Context: an optimization exercise on an open-source flow, tuned for small area. The choices shown serve that exercise and are no tape-out recipe.
Function was checked by simulation only, so behaviour that the tests miss may differ from the original.

JK:
// vtx_rx_decoder
module vtx_rx_decoder (
    input  wire        clk,
    input  wire        rst,           
    input  wire        proto,         
    input  wire        rx_valid,
    input  wire [7:0]  rx_data,
    output reg  [1:0]  sa_version,    
    output reg         sa_channel_vld,
    output reg  [7:0]  sa_channel,
    output reg         sa_power_vld,
    output reg  [7:0]  sa_power,
    output reg         sa_mode_vld,
    output reg  [7:0]  sa_mode,
    output reg         sa_freq_vld,
    output reg  [15:0] sa_freq,
    output reg         sa_pit_freq_vld,
    output wire [15:0] sa_pit_freq,
    output reg  [31:0] sa_bad_preamble,
    output reg  [31:0] sa_bad_length,
    output reg  [31:0] sa_crc_err,
    output reg         sa_frame_ok,   
    output reg  [7:0]  sa_frame_code,
    output reg  [15:0] tr_min_freq,
    output reg  [15:0] tr_max_freq,
    output reg  [15:0] tr_max_power,
    output reg  [15:0] tr_obs_freq,
    output reg  [15:0] tr_obs_power,
    output reg  [7:0]  tr_ctrl_flags,
    output reg         tr_obs_pit,
    output reg  [15:0] tr_act_power,
    output reg  [15:0] tr_temp,
    output reg  [31:0] tr_bad_frame,
    output reg         tr_frame_ok,   
    output wire [7:0]  tr_frame_code
);
    function [7:0] crc8_byte;
        input [7:0] c;
        input [7:0] d;
        integer i;
        reg [7:0] x;
        begin
            x = c ^ d;
            for (i = 0; i < 8; i = i + 1)
                x = x[7] ? ((x << 1) ^ 8'hD5) : (x << 1);
            crc8_byte = x;
        end
    endfunction
    localparam [7:0] CRC_PREAMBLE = 8'hB4;
    wire sa_in = rx_valid && !proto;
    wire tr_in = rx_valid &&  proto;
    reg [3:0]  sa_ph;
    reg [4:0]  sa_rem;
    reg [7:0]  sa_cmd;
    reg [7:0]  sa_crc;
    reg [7:0]  sa_s0, sa_s1, sa_s2, sa_s3, sa_s4;
    reg [14:0] sa_pit;
    assign sa_pit_freq = {1'b0, sa_pit};
    wire sa_body    = sa_ph[3];
    wire sa_last    = (sa_rem == 5'd0);
    wire sa_is_cmd  = (sa_ph == 4'd2);
    wire sa_is_len  = (sa_ph == 4'd3);
  ...
For scale: about 1,400 cells after synthesis, roughly 470 flip-flops, about 340 I/O pins.
Settings: LEC_CHECK=0, CAP_MARGIN=20, CORE_MARGIN=2, CORE_UTILIZATION=70, CTS_BUF_LIST=sky130_fd_sc_hd__clkbuf_4, SLEW_MARGIN=20; clock period 10.0 ns.
standard.sh (not shown) runs the stock make flow with config.mk's settings and CLKGATE_MAP_FILE= SYNTH_SCRIPT=/design/flow/synth_recipe.tcl, a recipe that flattens the netlist after the stock synthesis.
==> flow/flow/run.sh <==
#!/bin/bash
# Layout flow: the standard ORFS flow (standard.sh), with three changes:
#  - synthesis is the standard one (synth_recipe.tcl, ORFS synth.tcl), except that
#    the final ABC technology mapping uses the area-oriented script in
#    flow/abc_area.script;
#  - the port buffers that global placement inserts use sky130_fd_sc_hd__buf_1;
#  - clock tree synthesis inserts no dummy loads, and clusters at most 9
#    flip-flops within 35 um per sky130_fd_sc_hd__clkbuf_4.
# Each tool's full output goes to ORFS's own logs under orfs/logs/, and this
# script's output to flow_run.log, all in the work folder.
set -euo pipefail
W=$(pwd)
exec > >(tee -a "$W/flow_run.log") 2>&1

# synth.tcl with the ABC script replaced (the line after the preamble is sourced)
sed '/^source \$::env(SCRIPTS_DIR)\/synth_preamble.tcl$/a set abc_args [lreplace $abc_args 1 1 '"$W"'/flow/abc_area.script]' \
    "$FLOW_HOME/scripts/synth.tcl" > "$W/own_synth_body.tcl"
grep -q "abc_area.script" "$W/own_synth_body.tcl"
sed 's#source \$::env(SCRIPTS_DIR)/synth.tcl#source '"$W"'/own_synth_body.tcl#' \
    "$W/synth_recipe.tcl" > "$W/own_synth.tcl"
grep -q "own_synth_body.tcl" "$W/own_synth.tcl"

# standard.sh with the synthesis script swapped
sed 's#SYNTH_SCRIPT=[^ ]*#SYNTH_SCRIPT='"$W"'/own_synth.tcl#' "$W/standard.sh" > "$W/own_standard.sh"
grep -q "own_synth.tcl" "$W/own_standard.sh"

export BUFFER_PORTS_ARGS="-buffer_cell sky130_fd_sc_hd__buf_1"
export CTS_ARGS="-sink_clustering_enable -repair_clock_nets -dont_use_dummy_load -buf_list sky130_fd_sc_hd__clkbuf_4 -sink_clustering_size 9 -sink_clustering_max_diameter 35"
bash "$W/own_standard.sh" finish
test -f "$W/out/final.def"
==> flow/flow/abc_area.script <==
strash
dc2
dc2
&get -n
&st
&dch -f
&nf -R 1000 -p
&put
strash
dc2
dc2
&get -n
&st
&dch -f
&nf -R 1000 -p
&put
topo
For MS, these inputs were changed with respect to JK:
--- a/flow/design.v
+++ b/flow/design.v
@@ -70,29 +70,39 @@
     wire sa_full    = (sa_ph[2:0] == 3'd5);
     always @(posedge clk) begin
         if (sa_pre)
             sa_crc <= CRC_PREAMBLE;
         else if (sa_in)
             sa_crc <= sa_crc_nx;
         if (sa_in && sa_is_cmd)
             sa_cmd <= rx_data;
         if (sa_in && sa_is_len)
             sa_rem <= rx_data[4:0];
         else if (sa_data_in)
             sa_rem <= sa_rem - 5'd1;
-        if (sa_data_in && sa_ph[2:0] == 3'd0) sa_s0 <= rx_data;
-        if (sa_data_in && sa_ph[2:0] == 3'd1) sa_s1 <= rx_data;
-        if (sa_data_in && sa_ph[2:0] == 3'd2) sa_s2 <= rx_data;
-        if (sa_data_in && sa_ph[2:0] == 3'd3) sa_s3 <= rx_data;
-        if (sa_data_in && sa_ph[2:0] == 3'd4) sa_s4 <= rx_data;
+    end
+    wire [4:0] sa_at;
+    assign sa_at[0] = (sa_ph[2:0] == 3'd0);
+    assign sa_at[1] = (sa_ph[2:0] == 3'd1);
+    assign sa_at[2] = (sa_ph[2:0] == 3'd2);
+    assign sa_at[3] = (sa_ph[2:0] == 3'd3);
+    assign sa_at[4] = (sa_ph[2:0] == 3'd4);
+    wire [4:0] sa_s_ld = {5{sa_data_in}} & sa_at;
+    wire [4:0] sa_s_hd = ~({5{sa_in}} & sa_at);
+    always @(posedge clk) begin
+        sa_s0 <= (rx_data & {8{sa_s_ld[0]}}) | (sa_s0 & {8{sa_s_hd[0]}});
+        sa_s1 <= (rx_data & {8{sa_s_ld[1]}}) | (sa_s1 & {8{sa_s_hd[1]}});
+        sa_s2 <= (rx_data & {8{sa_s_ld[2]}}) | (sa_s2 & {8{sa_s_hd[2]}});
+        sa_s3 <= (rx_data & {8{sa_s_ld[3]}}) | (sa_s3 & {8{sa_s_hd[3]}});
+        sa_s4 <= (rx_data & {8{sa_s_ld[4]}}) | (sa_s4 & {8{sa_s_hd[4]}});
     end
     wire nrst      = !rst;
     wire sa_set_ok = sa_good && sa_set_cls;
     wire ld_fc     = sa_good;
     wire ld_ver    = sa_set_ok;
     wire ld_ch     = sa_set_ok && (sa_ph[2:0] != 3'd0);
     wire ld_pw     = sa_set_ok && (sa_ph[2:1] != 2'd0);
     wire ld_md     = sa_set_ok && (sa_ph[2] || sa_ph[1:0] == 2'd3);
     wire ld_fq     = sa_good && sa_full && (sa_set_cls || (sa_c04 && !sa_s3[7]));
     wire ld_pt     = sa_good && sa_full && sa_c04 && sa_s3[7];
     always @(posedge clk) begin
         sa_frame_ok     <= nrst & sa_good;
@@ -166,27 +176,29 @@
     wire [15:0] tr_w4 = tr_buf[63:48];
     wire tr_end  = tr_in && (tr_cnt == 4'd15);
     wire tr_good = tr_end && (tr_code != 2'd0) && (rx_data == 8'h00);
     always @(posedge clk) begin
         if (tr_in && tr_cnt == 4'd1)
             tr_code <= {tr_is_v | tr_is_s, tr_is_r | tr_is_s};
         else if (tr_in && tr_cnt == 4'd14 && tr_sum != rx_data)
             tr_code <= 2'd0;
         if (tr_cnt == 4'd0)
             tr_sum <= 8'd0;
         else if (tr_in)
             tr_sum <= tr_sum + rx_data;
-        if (tr_in && tr_cnt >= 4'd2 && tr_cnt <= 4'd9)
-            tr_buf <= {rx_data, tr_buf[63:8]};
-    end
+    end
+    wire tr_sh_ld = tr_in && tr_cnt[3:1] != 3'd0 && tr_cnt <= 4'd9;
+    wire tr_sh_hd = !tr_in || tr_cnt >= 4'd10;
+    always @(posedge clk)
+        tr_buf <= ({rx_data, tr_buf[63:8]} & {64{tr_sh_ld}}) | (tr_buf & {64{tr_sh_hd}});
     wire ld_tfc = tr_good;
     wire ld_r   = tr_good && tr_code == 2'd1 && tr_w1 != 16'd0 && tr_w2 != 16'd0 && tr_w3 != 16'd0;
     wire ld_v   = tr_good && tr_code == 2'd2;
     wire ld_s   = tr_good && tr_code == 2'd3 && tr_w3 != 16'd0;
     always @(posedge clk) begin
         tr_frame_ok   <= nrst & tr_good;
         tr_fc         <= (tr_code & {2{nrst & ld_tfc}}) | (tr_fc & {2{nrst & !ld_tfc}});
         tr_min_freq   <= (tr_w1 & {16{nrst & ld_r}}) | (tr_min_freq  & {16{nrst & !ld_r}});
         tr_max_freq   <= (tr_w2 & {16{nrst & ld_r}}) | (tr_max_freq  & {16{nrst & !ld_r}});
         tr_max_power  <= (tr_w3 & {16{nrst & ld_r}}) | (tr_max_power & {16{nrst & !ld_r}});
         tr_obs_freq   <= (tr_w1 & {16{nrst & ld_v}}) | (tr_obs_freq  & {16{nrst & !ld_v}});
         tr_obs_power  <= (tr_w2 & {16{nrst & ld_v}}) | (tr_obs_power & {16{nrst & !ld_v}});
Findings:
No stage failed in MS, and the final checks on the layout all came back clean.
Worst setup slack deteriorates in MS relative to JK.
On MS: mean instance size in the synthesized netlist is 1.0 um2 lower than what JK gave.
The lower sequential share of layout area came out of MS.
Going from JK to MS, final area shrank by 130 um2; synthesized area now sits lower; initial cell density of the core now smaller; adder-cell area share of the yosys netlist stayed essentially flat; number of standard-cell rows in the floorplan neither gained nor lost much.
In the reports for MS and JK, the larger via-per-instance ratio belongs to MS.

## static timing again, ports no longer ideal
The flow's constraints put no driver on any port. The routed layouts listed below were extracted and timed again, unchanged, in two steps. Step 1, drivers: a clkbuf_16 drives clk and a buf_2 each remaining input, both assumed. Step 2 also shifts input and output timing later by t, the mid clock arrival at the registers, as if the neighbouring blocks saw the same clock. a / b / c = ideal ports / drivers / drivers and shift; a / b = the first two.
| run | shift t [ns] | slack for setup (ns) | worst setup path after step 2 | worst register clock-pin slew, ns | worst data-port slew with drivers (ns) |
|---|---|---|---|---|---|
| JK | 0.724 | 3.404 / 3.427 / 2.703 | input to register | 0.10 / 0.10 | 0.03 |
| MS | 0.736 | 3.335 / 3.359 / 2.624 | input to register | 0.10 / 0.10 | 0.04 |
After both steps setup and hold are still met in every run listed. The setup slack of MS, which loses most, moves by +0.024 ns with the drivers and by -0.711 ns with both steps.
